Background: an optimization exercise with open tools, aiming at small area, a short achievable clock period and few clock cycles per item. Do not read the settings as production practice.
Where RTL was checked, it was by simulation tests only, not by an equivalence proof against the original.
Only the layout flow was run in run 1; the RTL was not checked for function there.
Power figures rest on the tool's default switching activity, not on a simulated workload.

==> design/flow/design.v <==
module xarm_codec_a (
    input  wire        clk,
    input  wire        rst,
    input  wire        req_valid,
    output wire        req_ready,
    input  wire [7:0]  req_op,
    input  wire [7:0]  req_cmd,
    input  wire [7:0]  req_n,
    input  wire [7:0]  req_rxn,
    input  wire [15:0] req_dur,
    input  wire        in_valid,
    output wire        in_ready,
    input  wire [7:0]  in_data,
    output wire        out_valid,
    input  wire        out_ready,
    output wire [7:0]  out_data,
    output wire        out_last,
    output wire        resp_valid,
    input  wire        resp_ready,
    output wire [7:0]  resp_status,
    output wire [7:0]  resp_reason,
    output wire [15:0] resp_val
);
    localparam [7:0] SIG = 8'h55;
    localparam [2:0] C_ENC = 3'd0, C_SETPOS = 3'd1, C_GETPOS = 3'd2, C_STOP = 3'd3,
                     C_BATT = 3'd4, C_DEC = 3'd5, C_DECPOS = 3'd6, C_DECBATT = 3'd7;
    localparam [2:0] R_OK = 3'd0, R_NR = 3'd1, R_PM = 3'd2, R_BR1 = 3'd3,
                     R_BR2 = 3'd4, R_BR11 = 3'd5, R_BR12 = 3'd6, R_FF = 3'd7;
    localparam [2:0] M_IDLE = 3'd0, M_EWAIT = 3'd1, M_ERUN = 3'd2, M_DRAIN = 3'd3,
                     M_RESP = 3'd4, M_IDS = 3'd5, M_RX = 3'd6;
    localparam [1:0] O_IDLE = 2'd0, O_FRAME = 2'd1, O_POS = 2'd2;
    reg [2:0]  mst;
    reg [2:0]  opc;
    reg [7:0]  cmd;        
    reg [7:0]  n;
    reg [7:0]  rxn;
    reg [5:0]  flen;       
    reg [7:0]  j;          
    reg [4:0]  k;          
    reg [1:0]  tp;         
    reg [1:0]  rpt;        
    reg        sig_ok, cmd_ok, ids_ok;
    reg        lbad;       
    reg [2:0]  pre;        
    reg        dec_win;    
    reg        dec_last;   
    reg        resp_v;
    reg        rv_hold;    
    reg [2:0]  rcode;
    reg [1:0]  osm;
    reg [5:0]  ocnt;
    reg        os_cur;     
    reg        pos_todo;   
    reg        fr_pay;     
    reg        pos_last;   
    reg [7:0]  ob;         
    reg [7:0]  lbuf [0:18];
    reg [7:0]  hbuf [0:18];
    reg        q_ok;
    reg [2:0]  q_opc;
    reg [2:0]  q_pre;
    reg        q_lbad;
    reg [5:0]  q_flen;
    reg [7:0]  q_cmd;
    wire [7:0] q_n3 = req_n + req_n + req_n;
    always @(*) begin
        q_ok   = 1'b1;
        q_opc  = C_ENC;
        q_pre  = R_OK;
        q_lbad = 1'b0;
        q_flen = 6'd2 + req_n[5:0];
        q_cmd  = req_cmd;
        case (req_op)
            8'h01: begin
                if (req_n > 8'd60) q_pre = R_BR1;
            end
            8'h02: begin
                q_opc  = C_SETPOS;
                q_cmd  = 8'h03;
                q_flen = 6'd5 + q_n3[5:0];
                if (req_n == 8'd0 || req_n > 8'd19) q_pre = R_BR2;
            end
            8'h03: begin
                q_opc  = C_GETPOS;
                q_cmd  = 8'h15;
                q_flen = 6'd3 + req_n[5:0];
                if (req_n == 8'd0 || req_n > 8'd19) q_pre = R_BR2;
            end
            8'h04: begin
                q_opc  = C_STOP;
                q_cmd  = 8'h14;
                q_flen = 6'd3 + req_n[5:0];
                if (req_n == 8'd0 || req_n > 8'd59) q_pre = R_BR2;
            end
            8'h05: begin
                q_opc  = C_BATT;
                q_cmd  = 8'h0F;
                q_flen = 6'd2;
            end
            8'h08: begin
                q_opc  = C_DEC;
                q_lbad = ({1'b0, req_rxn} < 9'd4 + {1'b0, req_n});
                if (req_rxn > 8'd64)    q_pre = R_BR11;
                else if (req_n > 8'd60) q_pre = R_BR12;
                else if (req_rxn == 8'd0) q_pre = R_NR;
            end
            8'h09: begin
                q_opc  = C_DECPOS;
                q_cmd  = 8'h15;
                q_lbad = (req_rxn < 8'd5 + q_n3);
                if (req_rxn > 8'd64)                     q_pre = R_BR11;
                else if (req_n == 8'd0 || req_n > 8'd19) q_pre = R_BR2;
                else if (req_rxn == 8'd0)                q_pre = R_NR;
            end
            8'h0A: begin
                q_opc  = C_DECBATT;
                q_cmd  = 8'h0F;
                q_lbad = (req_rxn < 8'd6);
                if (req_rxn > 8'd64)      q_pre = R_BR11;
                else if (req_rxn == 8'd0) q_pre = R_NR;
            end
            default: begin
                q_ok  = 1'b0;
                q_pre = R_FF;
            end
        endcase
    end
    wire q_enc   = q_ok && (!q_opc[2] || q_opc == C_BATT);
    wire q_good  = (q_pre == R_OK);
    wire q_drain = q_ok && (q_pre == R_BR1 || q_pre == R_BR2 || q_pre == R_BR11 || q_pre == R_BR12);
    wire [7:0] q_dlen = (req_op == 8'h08 || req_op == 8'h0A) ? req_rxn : req_n;
    wire is_dec     = (opc == C_DEC);
    wire is_decpos  = (opc == C_DECPOS);
    wire is_decbatt = (opc == C_DECBATT);
    wire [7:0] j1      = j + 8'd1;
    wire       rx_last = (j1 == rxn);
    wire       dec_ok  = (pre == R_OK) && !lbad && sig_ok && cmd_ok;
    wire k_lt_n   = ({3'b000, k} < n);
    wire trip     = is_decpos && (j >= 8'd5) && k_lt_n;
    wire k_last   = ({3'b000, k} == n - 8'd1);
    wire o_idle  = (osm == O_IDLE);
    wire o_frame = (osm == O_FRAME);
    wire o_pos   = (osm == O_POS);
    wire o63     = (ocnt == 6'd63);
    wire [2:0] hlen = (opc == C_SETPOS) ? 3'd7 :
                      (opc == C_GETPOS || opc == C_STOP) ? 3'd5 : 3'd4;
    wire [6:0] pend = {1'b0, flen} + 7'd2;
    wire [5:0] ocnt_s;
    reg [7:0] hdr_byte;
    always @(*) begin
        case (ocnt_s[2:0])
            3'd0, 3'd1: hdr_byte = SIG;
            3'd2:       hdr_byte = {2'b00, flen};
            3'd3:       hdr_byte = cmd;
            3'd4:       hdr_byte = n;
            3'd5:       hdr_byte = lbuf[17];
            default:    hdr_byte = lbuf[18];
        endcase
    end
    wire [5:0] onx  = ocnt + 6'd1;
    wire [4:0] ridx = o_pos ? onx[5:1] : k;
    wire [7:0] lrd  = lbuf[ridx];
    wire [7:0] hrd  = hbuf[ocnt[5:1]];
    assign req_ready = (mst == M_IDLE);
    wire frame_gate = !o63 || !resp_v;    
    wire m_rx       = (mst == M_RX);
    wire pass_in    = o_frame ? fr_pay : !o_pos;
    assign out_valid = o_frame ? ((!fr_pay || in_valid) && frame_gate) :
                       o_pos   ? 1'b1 :
                       m_rx && dec_win && in_valid;
    assign out_data  = pass_in ? in_data : ob;
    assign out_last  = o_frame ? o63 :
                       o_pos   ? pos_last :
                       dec_last;
    reg in_rdy;
    always @(*) begin
        case (mst)
            M_ERUN:  in_rdy = fr_pay && out_ready && frame_gate;
            M_DRAIN: in_rdy = (j != 8'd0);
            M_IDS:   in_rdy = 1'b1;
            M_RX:    in_rdy = !(resp_v && rv_hold) && (!dec_win || (o_idle && out_ready));
            default: in_rdy = 1'b0;
        endcase
    end
    assign in_ready = in_rdy;
    wire in_fire  = in_valid && in_rdy;
    wire out_fire = out_valid && out_ready;
    wire fend_fire = o_frame && o63 && out_fire;
    wire pend_fire = o_pos && pos_last && out_ready;
    wire sig_nx = sig_ok && !(in_fire && m_rx && (j < 8'd2) && (in_data != SIG));
    wire cmd_nx = cmd_ok && !(in_fire && m_rx && (j == 8'd3) && (in_data != cmd));
    function [2:0] outcome(input s_ok, input c_ok);
        if (pre != R_OK)                                              outcome = pre;
        else if (lbad || !s_ok || !c_ok || (is_decpos && !ids_ok))    outcome = R_PM;
        else                                                          outcome = R_OK;
    endfunction
    wire slot_free = !resp_v || resp_ready;
    wire can_post  = slot_free && !pos_todo && (o_idle || pend_fire);
    wire pos_trig  = m_rx && in_fire && trip && (tp == 2'd2) && k_last && dec_ok && ids_ok;
    wire acc       = req_valid && (mst == M_IDLE);
    wire acc_enc   = acc && q_enc && q_good;
    wire o_free    = o_idle || fend_fire;
    wire frame_start = ((mst == M_EWAIT) || acc_enc) && o_free;
    wire pos_start   = (pos_todo || pos_trig) && o_free;
    wire enc_done  = (mst == M_ERUN) && (({1'b0, ocnt} >= pend) || fend_fire);
    wire rx_end    = m_rx && in_fire && rx_last;
    wire post_main = ((mst == M_RESP) || (rx_end && !pos_trig)) && can_post;
    always @(posedge clk) begin
        if (rst) begin
            mst <= M_IDLE;
        end else begin
            case (mst)
                M_IDLE: if (req_valid) begin
                    opc      <= q_opc;
                    cmd      <= q_cmd;
                    n        <= req_n;
                    rxn      <= req_rxn;
                    flen     <= q_flen;
                    pre      <= q_pre;
                    lbad     <= q_lbad;
                    j        <= q_drain ? q_dlen : 8'd0;
                    k        <= 5'd0;
                    tp       <= 2'd0;
                    sig_ok   <= 1'b1;
                    cmd_ok   <= 1'b1;
                    ids_ok   <= 1'b1;
                    dec_win  <= 1'b0;
                    lbuf[17] <= req_dur[7:0];
                    lbuf[18] <= req_dur[15:8];
                    rpt      <= (req_op == 8'h02) ? 2'd2 : (req_op == 8'h09) ? 2'd1 : 2'd0;
                    if (!q_ok)
                        mst <= M_RESP;
                    else if (q_drain)
                        mst <= M_DRAIN;
                    else if (q_enc)
                        mst <= o_free ? M_ERUN : M_EWAIT;
                    else if (q_opc == C_DECPOS)
                        mst <= M_IDS;
                    else if (q_pre == R_NR)
                        mst <= M_RESP;
                    else
                        mst <= M_RX;
                end
                M_EWAIT: if (o_free) mst <= M_ERUN;
                M_ERUN: if (enc_done) mst <= M_IDLE;
                M_DRAIN: begin
                    if (j == 8'd0) begin
                        if (rpt == 2'd0) mst <= M_RESP;
                        rpt <= rpt - 2'd1;
                        j   <= is_decpos ? rxn : n;
                    end else if (in_fire) begin
                        j <= j - 8'd1;
                    end
                end
                M_IDS: if (in_fire) begin
                    lbuf[k] <= in_data;
                    k       <= k + 5'd1;
                    if (k_last) begin
                        k   <= 5'd0;
                        mst <= (pre == R_NR) ? M_RESP : M_RX;
                    end
                end
                M_RX: if (in_fire) begin
                    j        <= j1;
                    sig_ok   <= sig_nx;
                    cmd_ok   <= cmd_nx;
                    dec_win  <= is_dec && (pre == R_OK) && !lbad && sig_nx && cmd_nx &&
                                (j1 >= 8'd4) && (j1 < n + 8'd4);
                    dec_last <= (j1 == n + 8'd3);
                    if (is_decbatt && j == 8'd4) hbuf[0] <= in_data;
                    if (is_decbatt && j == 8'd5) hbuf[1] <= in_data;
                    if (trip) begin
                        case (tp)
                            2'd0: begin
                                if (in_data != lrd) ids_ok <= 1'b0;
                                tp <= 2'd1;
                            end
                            2'd1: begin
                                lbuf[k] <= in_data;
                                tp <= 2'd2;
                            end
                            default: begin
                                hbuf[k] <= in_data;
                                tp <= 2'd0;
                                k  <= k + 5'd1;
                            end
                        endcase
                    end
                    if (rx_last)
                        mst <= post_main ? M_IDLE : M_RESP;
                end
                M_RESP: if (post_main) mst <= M_IDLE;
                default: mst <= M_IDLE;
            endcase
        end
    end
    wire       o_step = out_fire && !o_idle;
    assign     ocnt_s = o_step ? onx : ocnt;         
    wire       cur_s  = os_cur && !enc_done;
    always @(posedge clk) begin
        if (rst) begin
            osm      <= O_IDLE;
            os_cur   <= 1'b0;
            pos_todo <= 1'b0;
            fr_pay   <= 1'b0;
        end else begin
            if (frame_start) begin
                osm    <= O_FRAME;
                ocnt   <= 6'd0;
                os_cur <= 1'b1;
                fr_pay <= 1'b0;
            end else begin
                if (pos_start) begin
                    osm  <= O_POS;
                    ocnt <= 6'd0;
                end else begin
                    if (fend_fire || pend_fire)
                        osm <= O_IDLE;
                    ocnt <= ocnt_s;
                end
                os_cur <= cur_s;
                fr_pay <= cur_s && (ocnt_s >= {3'b000, hlen}) && ({1'b0, ocnt_s} < pend);
            end
            if (frame_start) begin
                ob       <= SIG;
            end else if (pos_start) begin
                pos_last <= 1'b0;
                ob       <= lbuf[0];
            end else if (o_pos) begin
                if (out_ready) begin
                    pos_last <= ({onx[5:1], 1'b0} == {n[4:0], 1'b0} - 6'd2) && onx[0];
                    ob       <= onx[0] ? hrd : lrd;
                end
            end else begin
                ob       <= (cur_s && (ocnt_s < {3'b000, hlen})) ? hdr_byte : 8'h00;
            end
            if (pos_start)
                pos_todo <= 1'b0;
            else if (pos_trig)
                pos_todo <= 1'b1;
        end
    end
    always @(posedge clk) begin
        if (rst) begin
            resp_v <= 1'b0;
        end else if (fend_fire) begin
            resp_v  <= 1'b1;
            rv_hold <= 1'b0;
            rcode   <= R_OK;
        end else if (post_main) begin
            resp_v  <= 1'b1;
            rv_hold <= is_decbatt;
            rcode   <= m_rx ? outcome(sig_nx, cmd_nx) : outcome(sig_ok, cmd_ok);
        end else if (resp_ready) begin
            resp_v  <= 1'b0;
        end
    end
    assign resp_valid  = resp_v;
    assign resp_status = (rcode == R_OK) ? 8'h00 :
                         (rcode == R_NR) ? 8'h03 :
                         (rcode == R_PM) ? 8'h04 :
                         (rcode == R_FF) ? 8'hFF : 8'h10;
    assign resp_reason = (rcode == R_BR1)  ? 8'd1 :
                         (rcode == R_BR2)  ? 8'd2 :
                         (rcode == R_BR11) ? 8'd11 :
                         (rcode == R_BR12) ? 8'd12 : 8'd0;
    assign resp_val    = {hbuf[1], hbuf[0]};
endmodule
==> design/flow/run.sh <==
#!/bin/bash
# synth_recipe.tcl (not shown) runs the flow's synth.tcl, then flattens the netlist and writes it again
# the make line also repeats each setting of config.mk as NAME=value (left out here)
make -C /OpenROAD-flow-scripts/flow DESIGN_CONFIG=/design/flow/config.mk WORK_HOME=/design/flow/orfs CLKGATE_MAP_FILE= SYNTH_SCRIPT=/design/flow/synth_recipe.tcl finish
==> design/flow/config.mk <==
export PLATFORM = sky130hd
export DESIGN_NAME = xarm_codec_a
export DESIGN_NICKNAME = xarm_codec_a
export VERILOG_FILES = /design/flow/design.v
export SDC_FILE = /design/flow/constraint.sdc
export NUM_CORES = 4
export LEC_CHECK = 0
export CAP_MARGIN = 20
export CORE_MARGIN = 2
export CORE_UTILIZATION = 40
export SETUP_SLACK_MARGIN = 3.4
export SLEW_MARGIN = 20
==> design/flow/constraint.sdc <==
create_clock -name core_clock -period 6.5 [get_ports {clk}]
set_input_delay 1.3000 -clock core_clock [delete_from_list [all_inputs] [get_ports {clk}]]
set_output_delay 1.3000 -clock core_clock [all_outputs]
set_load 0.01 [all_outputs]
==> results.toml, run 1 <==
[drt]
drt-initial-drc-count = 2282
vias = 17400
via_per_inst = 6.07
remaining_drc_errors = 0
drtPass1Iterations = 6
wl_per_cell_um = 26.2
wirelength_um = 75100
ant_nets = 0

[sta]
finClkSkew_ps = 34.7
maxSlewViolCount = 0
hold_slack_ps = 543
max_slew_margin_pct = 31.7
tightest_slew_ps = 1010
finalCritPeriodShare_pct = 55.8
setup_tns_ps = 0
hold_violations = 0
fin_crit_ps = 3630
setup_viol = 0
rsz0062_at_grt = "true"
fmax_ghz = 0.276

[yosys]
synth-seq-cells = 404
synth-main-ff-cell = "edfxtp_1"
async_flop_share_pct = 0
synth.avg_cell_area_sq_um = 12.3
synthCells = 1787
netlist_area_sq_um = 22000
yosysUniqueCellTypes = 107
yosysSeqAreaShare_pct = 54.6
synth_edf_count = 390
synth_warnings = 1

[global_route]
grt_pass1_vias = 16500
antenna_found_initial = 0
grt_usage_pct = 25.7
grt_pass1_wl_um = 108000
grt_max_degree = 35
overflow = 0

[cts]
clk_latency_ps = 590
path_clk_slew_ps = 70
h-tree-depth = 2
clkSinkCount = 404
clock_path_buffers = 3
cts-root-buf = "clkbuf_16"
numCtsBuffers = 44
tritoncts = "yes"
hold_buffers = 0

[cells_and_area]
final_common_cell = "edfxtp_1"
layout-drive-gt1-share_pct = 36.1
syn2layout_area_growth_pct = 39.2
final_cell_mix = "390 x edfxtp_1, 172 x buf_4, 129 x nand2_1, 92 x nor2_1, 69 x mux2i_1"
antenna-diode-count = 0
num-nets-final = 2268
final_cell_area_sq_um = 30600
fin_util_pct = 56.6

[setup_path]
critPathCaptureType = "output port"
cp.arrival_ps = 2330
r2r-start = "mst[1]$_SDFFE_PP0P_"
r2r_end = "lbuf[18][5]$_DFFE_PP_"
ff2ff_path_depth = 11
crit_type = "in2out"
crit_fanout = 2
reg2reg_slack_ps = 3050
start_kind = "input pin"
crit_required_ps = 5200

[power_and_ir_drop]
peakVddDrop_mv = 0.175
p_leak_nw = 11.1
finalPower_mw = 8.15
power.density_nw_per_um2 = 267

[min_path]
holdPathEnd = "osm[0]$_SDFFE_PP0P_"
hp-start = "osm[0]$_SDFFE_PP0P_"
min_path_cells = 2
hold_path.class = "reg2reg"

[floorplan]
placement_rows = 85
start_util_pct = 40.7
die_height_um = 238
die_w_um = 238
die_area_sq_um = 56800
pin_count = 107
core_sq_um = 54000

[placed_design]
port_buffers = 102
hpwl_um = 47300
gp_congestion = 0.922
dpl_cell_area_sq_um = 24200

[job]
cap_viol_max_count = 0

[status]
status = "complete, no violations"
==> final cells by class <==
class | count | area (sq um)
inverters | 80 | 322
multi-input cells | 1200 | 11200
fillers | 4199 | 23400
repair inverters | 1 | 7.51
clock buffers | 56 | 1210
well taps | 696 | 871
repair buffers | 402 | 4580
flip-flops and latches | 404 | 12000
clock inverters | 26 | 349
==> metrics by stage <==
stage,worst slack (ps),std cells
2_1_floorplan,2840,1790
3_3_place_gp,1360,2511
3_5_place_dp,1100,2511
4_1_cts,2810,2790
5_1_grt,2830,2865
6_report,2870,2865
==> power breakdown <==
group / internal, mW / leakage, nW / switching, mW
Clock: 1.64 / 0.756 / 1.08
Combinational: 0.985 / 6.69 / 1.33
Sequential: 2.98 / 3.65 / 0.141
Total: 5.60 / 11.1 / 2.55
==> worst max-delay path, stage by stage <==
cell      delay [ps]
buf_8             70
or3b_4           370
a221oi_2         250
o21ai_2          110
nand3_2          110
buf_6            110
==> cells in the mapped netlist, types with 8 or more instances <==
master | number | area share, %
o21ai_0 | 54 | 1.2
nor3_1 | 31 | 0.71
o21a_1 | 10 | 0.34
a221oi_1 | 9 | 0.36
a21oi_1 | 75 | 1.7
buf_2 | 35 | 0.80
nand3_1 | 39 | 0.89
mux2_4 | 8 | 0.55
a31oi_1 | 24 | 0.68
ha_1 | 72 | 4.1
mux2_2 | 22 | 1.1
dfxtp_1 | 14 | 1.3
or3_1 | 10 | 0.28
buf_1 | 10 | 0.17
mux2i_1 | 77 | 3.5
o31ai_1 | 9 | 0.31
inv_1 | 78 | 1.3
o221ai_1 | 16 | 0.64
nand2_1 | 144 | 2.5
xnor2_1 | 61 | 2.4
mux4_2 | 49 | 5.0
nor4_1 | 14 | 0.40
nand2b_1 | 24 | 0.68
edfxtp_1 | 390 | 53
a211oi_1 | 54 | 1.8
o21ai_1 | 10 | 0.23
o211ai_1 | 13 | 0.44
a21o_1 | 15 | 0.51
and3_1 | 14 | 0.40
xor2_1 | 24 | 0.96
nand4_1 | 10 | 0.28
clkbuf_1 | 46 | 0.79
nor2b_1 | 24 | 0.68
buf_4 | 12 | 0.41
and2_1 | 15 | 0.43
nor2_1 | 128 | 2.2
o22ai_1 | 15 | 0.43
==> logic make-up (layout without fill, tap and decap cells) <==
group	Yosys count	count (layout)	share of synthesized area, %
compound gates	383	383	12.4
xor+xnor	87	87	3.56
fa+ha+maj	73	73	4.19
buf+inv	189	565	3.85
flops	404	404	54.6
mux	156	158	10.2
other cells	1	4	0.0171
simple gates	494	495	11.2
==> worst max path at each step <==
stage	from	to	slack (ps)	cells past startpoint
floorplan	out_ready	lbuf[18][0]$_DFFE_PP_	2840	10
global placement	out_ready	lbuf[5][7]$_DFFE_PP_	1360	10
detailed placement	rst	lbuf[17][0]$_DFFE_PP_	1100	7
CTS	rst	lbuf[16][5]$_DFFE_PP_	2810	8
global route	out_ready	in_ready	2830	6
finish	out_ready	in_ready	2870	6
==> flip-flops by register name (all words and copies together) (netlist names), 3 cells and up, named ones only <==
register,count
rxn,8
n,8
lbuf,152
ocnt,6
ob,8
pre,3
rcode,3
j,8
mst,3
opc,3
k,5
cmd,8
hbuf,160
flen,6
==> per-layer routing <==
metal | GRT usage (%) | vias to the layer above | part of all wire, %
met1 | 36.0 | 8585 | 41
met4 | 8.56 | 0 | 3.7
met3 | 4.65 | 210 | 9.6
met2 | 40.3 | 1063 | 46
li1 | - | 7541 | -
met5 | 0 | - | 0
==> repair_timing <==
| action | CTS | global route |
|---|---|---|
| resized for setup | 469 | 168 |
| buffers inserted | 180 | 73 |
| pin swaps | 99 | 91 |
| gates cloned | 17 | 2 |
| endpoints found under the setup margin | 602 | 583 |
==> inputs of run 2 (changes only) <==
--- a/design/flow/design.v
+++ b/design/flow/design.v
@@ -53,5 +53,6 @@
     reg        pos_todo;   
+    reg        fr_hdr;     
     reg        fr_pay;     
     reg        pos_last;   
-    reg [7:0]  ob;         
+    reg [7:0]  posq;       
     reg [7:0]  lbuf [0:18];
@@ -147,6 +148,5 @@
     wire [6:0] pend = {1'b0, flen} + 7'd2;
-    wire [5:0] ocnt_s;
     reg [7:0] hdr_byte;
     always @(*) begin
-        case (ocnt_s[2:0])
+        case (ocnt[2:0])
             3'd0, 3'd1: hdr_byte = SIG;
@@ -170,3 +170,5 @@
                        m_rx && dec_win && in_valid;
-    assign out_data  = pass_in ? in_data : ob;
+    assign out_data  = pass_in ? in_data :
+                       o_pos   ? posq :
+                       fr_hdr  ? hdr_byte : 8'h00;
     assign out_last  = o_frame ? o63 :
@@ -297,3 +299,3 @@
     wire       o_step = out_fire && !o_idle;
-    assign     ocnt_s = o_step ? onx : ocnt;         
+    wire [5:0] ocnt_s = o_step ? onx : ocnt;         
     wire       cur_s  = os_cur && !enc_done;
@@ -304,2 +306,3 @@
             pos_todo <= 1'b0;
+            fr_hdr   <= 1'b0;
             fr_pay   <= 1'b0;
@@ -310,2 +313,3 @@
                 os_cur <= 1'b1;
+                fr_hdr <= 1'b1;
                 fr_pay <= 1'b0;
@@ -321,16 +325,11 @@
                 os_cur <= cur_s;
+                fr_hdr <= cur_s && (ocnt_s < {3'b000, hlen});
                 fr_pay <= cur_s && (ocnt_s >= {3'b000, hlen}) && ({1'b0, ocnt_s} < pend);
             end
-            if (frame_start) begin
-                ob       <= SIG;
-            end else if (pos_start) begin
+            if (pos_start) begin
                 pos_last <= 1'b0;
-                ob       <= lbuf[0];
-            end else if (o_pos) begin
-                if (out_ready) begin
-                    pos_last <= ({onx[5:1], 1'b0} == {n[4:0], 1'b0} - 6'd2) && onx[0];
-                    ob       <= onx[0] ? hrd : lrd;
-                end
-            end else begin
-                ob       <= (cur_s && (ocnt_s < {3'b000, hlen})) ? hdr_byte : 8'h00;
+                posq     <= lbuf[0];
+            end else if (o_pos && out_ready) begin
+                pos_last <= ({onx[5:1], 1'b0} == {n[4:0], 1'b0} - 6'd2) && onx[0];
+                posq     <= onx[0] ? hrd : lrd;
             end
--- a/design/flow/config.mk
+++ b/design/flow/config.mk
@@ -10,3 +10,3 @@
 export CORE_UTILIZATION = 40
-export SETUP_SLACK_MARGIN = 3.4
+export SETUP_SLACK_MARGIN = 3.0
 export SLEW_MARGIN = 20
==> run 2 against run 1 <==
Still clean. Count of clock-buffer cells in the layout fell by 7. Die area down 1.3%. Sequential cell count up 1. Sequential power about the same. Worst hold slack got worse by 16 ps. Combinational power decreased by 25%. Setup slack worse by 330 ps. Register-to-register slack barely moved. Clock skew shrank 17 ps.
==> results.toml, run 2 <==
[status]
status = "complete, no violations"

[yosys]
synth_top_cell_area_share_pct = 54.0
synth-seq-cells = 405
synth_top_cell_by_area = "edfxtp_1"
synth.avg_cell_area_sq_um = 12.4
synth_edf_count = 390
netlist_area_sq_um = 21700
synthTopCellsByCount = "390 x edfxtp_1, 131 x nor2_1, 129 x nand2_1, 108 x a21oi_1, 79 x inv_1"
yosysUniqueCellTypes = 100
synth_most_common_cell = "edfxtp_1"
synthCells = 1754
synth-main-ff-cell = "edfxtp_1"
synth_area_leaders = "edfxtp_1 54%, mux4_2 5.9%, ha_1 4.4%"
yosysSeqAreaShare_pct = 55.4
synth_warnings = 1
async_flop_share_pct = 0

[sta]
setup_viol = 0
tightest_slew_ps = 1150
maxSlewViolCount = 0
hold_violations = 0
max_slew_margin_pct = 23.0
setup_tns_ps = 0
fmax_ghz = 0.253
finalCritPeriodShare_pct = 60.8
fin_crit_ps = 3950
finClkSkew_ps = 18.0
rsz0062_at_grt = "true"
hold_slack_ps = 527
fin_ws_ps = 2550

[min_path]
holdPathEnd = "fr_pay$_SDFF_PP0_"
hold_path.class = "reg2reg"
hp-start = "os_cur$_SDFF_PP0_"
min_path_cells = 2

[power_and_ir_drop]
finalPower_mw = 7.24
power.density_nw_per_um2 = 268
p_leak_nw = 9.44
peakVddDrop_mv = 0.168

[cells_and_area]
largest_register = "hbuf"
antenna-diode-count = 0
layout-drive-gt1-share_pct = 25.7
final_common_cell = "edfxtp_1"
fin_util_pct = 50.3
instances_no_fill = 2687
final_cell_mix = "390 x edfxtp_1, 130 x buf_4, 121 x nand2_1, 92 x nor2_1, 92 x a21oi_1"
top_regs = "hbuf (160), lbuf (152)"
largest_register_ffs = 160
final_cell_area_sq_um = 27000
syn2layout_area_growth_pct = 24.7
num-nets-final = 2099

[cts]
hold_buffers = 0
tritoncts = "yes"
cts-root-buf = "clkbuf_16"
clkSinkCount = 405
clk_latency_ps = 590
numCtsBuffers = 42
h-tree-depth = 2
path_clk_slew_ps = 60
clock_path_buffers = 3

[placed_design]
dpl_cell_area_sq_um = 23500
placed_cells = 2475
port_buffers = 102
hpwl_um = 46800
place_ws_ps = 1430
gp_congestion = 0.910

[drt]
wl_per_cell_um = 25.7
ant_nets = 0
wirelength_um = 69100
drtPass1Iterations = 5
drt-initial-drc-count = 1880
remaining_drc_errors = 0
vias = 16100
via_per_inst = 6.00

[setup_path]
worst-path-buf-inv = 4
ff2ff_path_depth = 14
r2r-start = "ocnt[0]$_SDFFCE_PP0N_"
crit_required_ps = 5200
reg2reg_slack_ps = 3050
start_kind = "register"
critPathCaptureType = "output port"
crit_type = "reg2out"
cp_slowest_cell = "edfxtp_1"
r2r_end = "ids_ok$_DFFE_PP_"
crit_family = "compound AO/OA/AOI/OAI gates"
crit_chain = "clkinvlp_4 -> ha_4 -> buf_6 -> buf_6 -> a221oi_2 -> a21oi_1 -> a21oi_1 -> nor2_1 -> a21oi_2 -> o21ai_4 -> buf_2"
cp.arrival_ps = 2650
crit_path_max_incr_delay_ps = 430
crit_fanout = 6

[floorplan]
die_w_um = 237
pin_count = 107
die_height_um = 237
die_area_sq_um = 56100
placement_rows = 85
start_util_pct = 40.4
core_sq_um = 53700

[global_route]
overflow = 0
grt_pass1_wl_um = 99400
antenna_found_initial = 1
grt_usage_pct = 23.8
grt_pass1_vias = 15300
grt_max_degree = 41

[job]
cap_viol_max_count = 0
[run 2: cell types whose count changed after synthesis, sizes merged, moves of 12 or more]
cell    delta
nor3      -12
a22oi     +15
nand2     -15
buf       -18
o21ai     +15
a21oi     +30
a31oi     -17
clkbuf    +19
mux2i     -44
[run 2: worst max path at each step]
stage / from / to / depth (start not counted)
3_3_place_gp: out_ready / lbuf[5][2]$_DFFE_PP_ / 9
4_1_cts: ocnt[0]$_SDFFCE_PP0N_ / out_data[4] / 10
3_5_place_dp: rst / lbuf[17][7]$_DFFE_PP_ / 7
6_report: ocnt[0]$_SDFFCE_PP0N_ / out_data[5] / 11
5_1_grt: ocnt[0]$_SDFFCE_PP0N_ / out_data[5] / 11
2_1_floorplan: out_ready / lbuf[18][3]$_DFFE_PP_ / 9
[run 2: worst register-to-register path, stage by stage (launching register included)]
cell and delay, ps:
edfxtp_1 450, buf_6 170, ha_4 170, ha_4 310, nor3b_4 50, buf_6 130, a21o_4 250, buf_12 180
a211oi_1 310, o21ai_1 170, o2111ai_2 180, xor2_1 180, nand4_1 160, o31ai_4 320, a41oi_2 150
[run 2: cells by family after synthesis]
family / share of synthesized area (%)
and+or+nand+nor: 10.3
other: 0.0173
muxes: 8.56
adders and majority gates: 4.48
AOI/OAI and AO/OA: 12.9
DFF: 55.4
buffers and inverters: 3.76
xor gates and xnor gates: 4.54
[run 2: final cells by class]
class | instances | area, sq um
multi-input combinational | 1165 | 9970
clock buffer | 49 | 1080
clock inverter | 26 | 275
timing repair buffer | 265 | 2490
fill | 4602 | 26700
sequential | 405 | 12000
timing repair inverter | 1 | 7.51
tap | 696 | 871
inverter | 80 | 312
[run 2: layer usage]
metal / GRT usage (%) / share of wire [%] / vias to the layer above
met5: 0 / 0 / -
met4: 7.77 / 3.1 / 0
met3: 3.77 / 7.7 / 136
met2: 38.6 / 47 / 764
met1: 32.9 / 42 / 8117
li1: - / - / 7105
[run 2: power breakdown]
group / switching (mW) / total (mW) / internal [mW]
registers: 0.125 / 3.09 / 2.97
clock network: 1.05 / 2.41 / 1.36
logic: 1.01 / 1.73 / 0.720
total: 2.19 / 7.24 / 5.05
[run 2: repair_timing]
| action | in CTS | in global routing |
|---|---|---|
| endpoints found under the hold margin | 0 | 0 |
| setup buffers | 68 | 64 |
| resized for setup | 225 | 132 |
| pin swaps | 48 | 48 |
| gates cloned | 3 | 2 |
| setup endpoints to repair | 581 | 395 |
Testbench counts of run 2, summed over its fixed seeds: cycles 159,669, items 3,200.

port drivers added, routing unchanged:
The flow's constraints put no driver on any port. The routed layouts listed below were extracted and timed again, unchanged, in two steps.
Step 1 (the two cells are an assumption about what drives the block):
set clk [get_ports {clk}]
set_driving_cell -lib_cell sky130_fd_sc_hd__clkbuf_16 $clk
set_driving_cell -lib_cell sky130_fd_sc_hd__buf_2 [delete_from_list [all_inputs] $clk]
Step 2, shift: input delay + t, output delay - t, t = (earliest + latest rising clock arrival at the registers) / 2. This alone moves slack from input paths to output paths.
a / b / c = no drivers / after step 1 / after step 2; a / b = the first two.
run	t, ns	setup WS [ns]	slew at the worst register clock pin (ns)	worst slew at a driven data input, ns
run 1	0.631	2.873 / 2.770 / 2.256	0.07 / 0.07	0.10
run 2	0.644	2.546 / 2.487 / 2.388	0.06 / 0.06	0.06
After both steps every run listed still meets setup and hold. The setup slack of run 1, which loses most, moves by -0.103 ns with the drivers and by -0.617 ns with both steps.
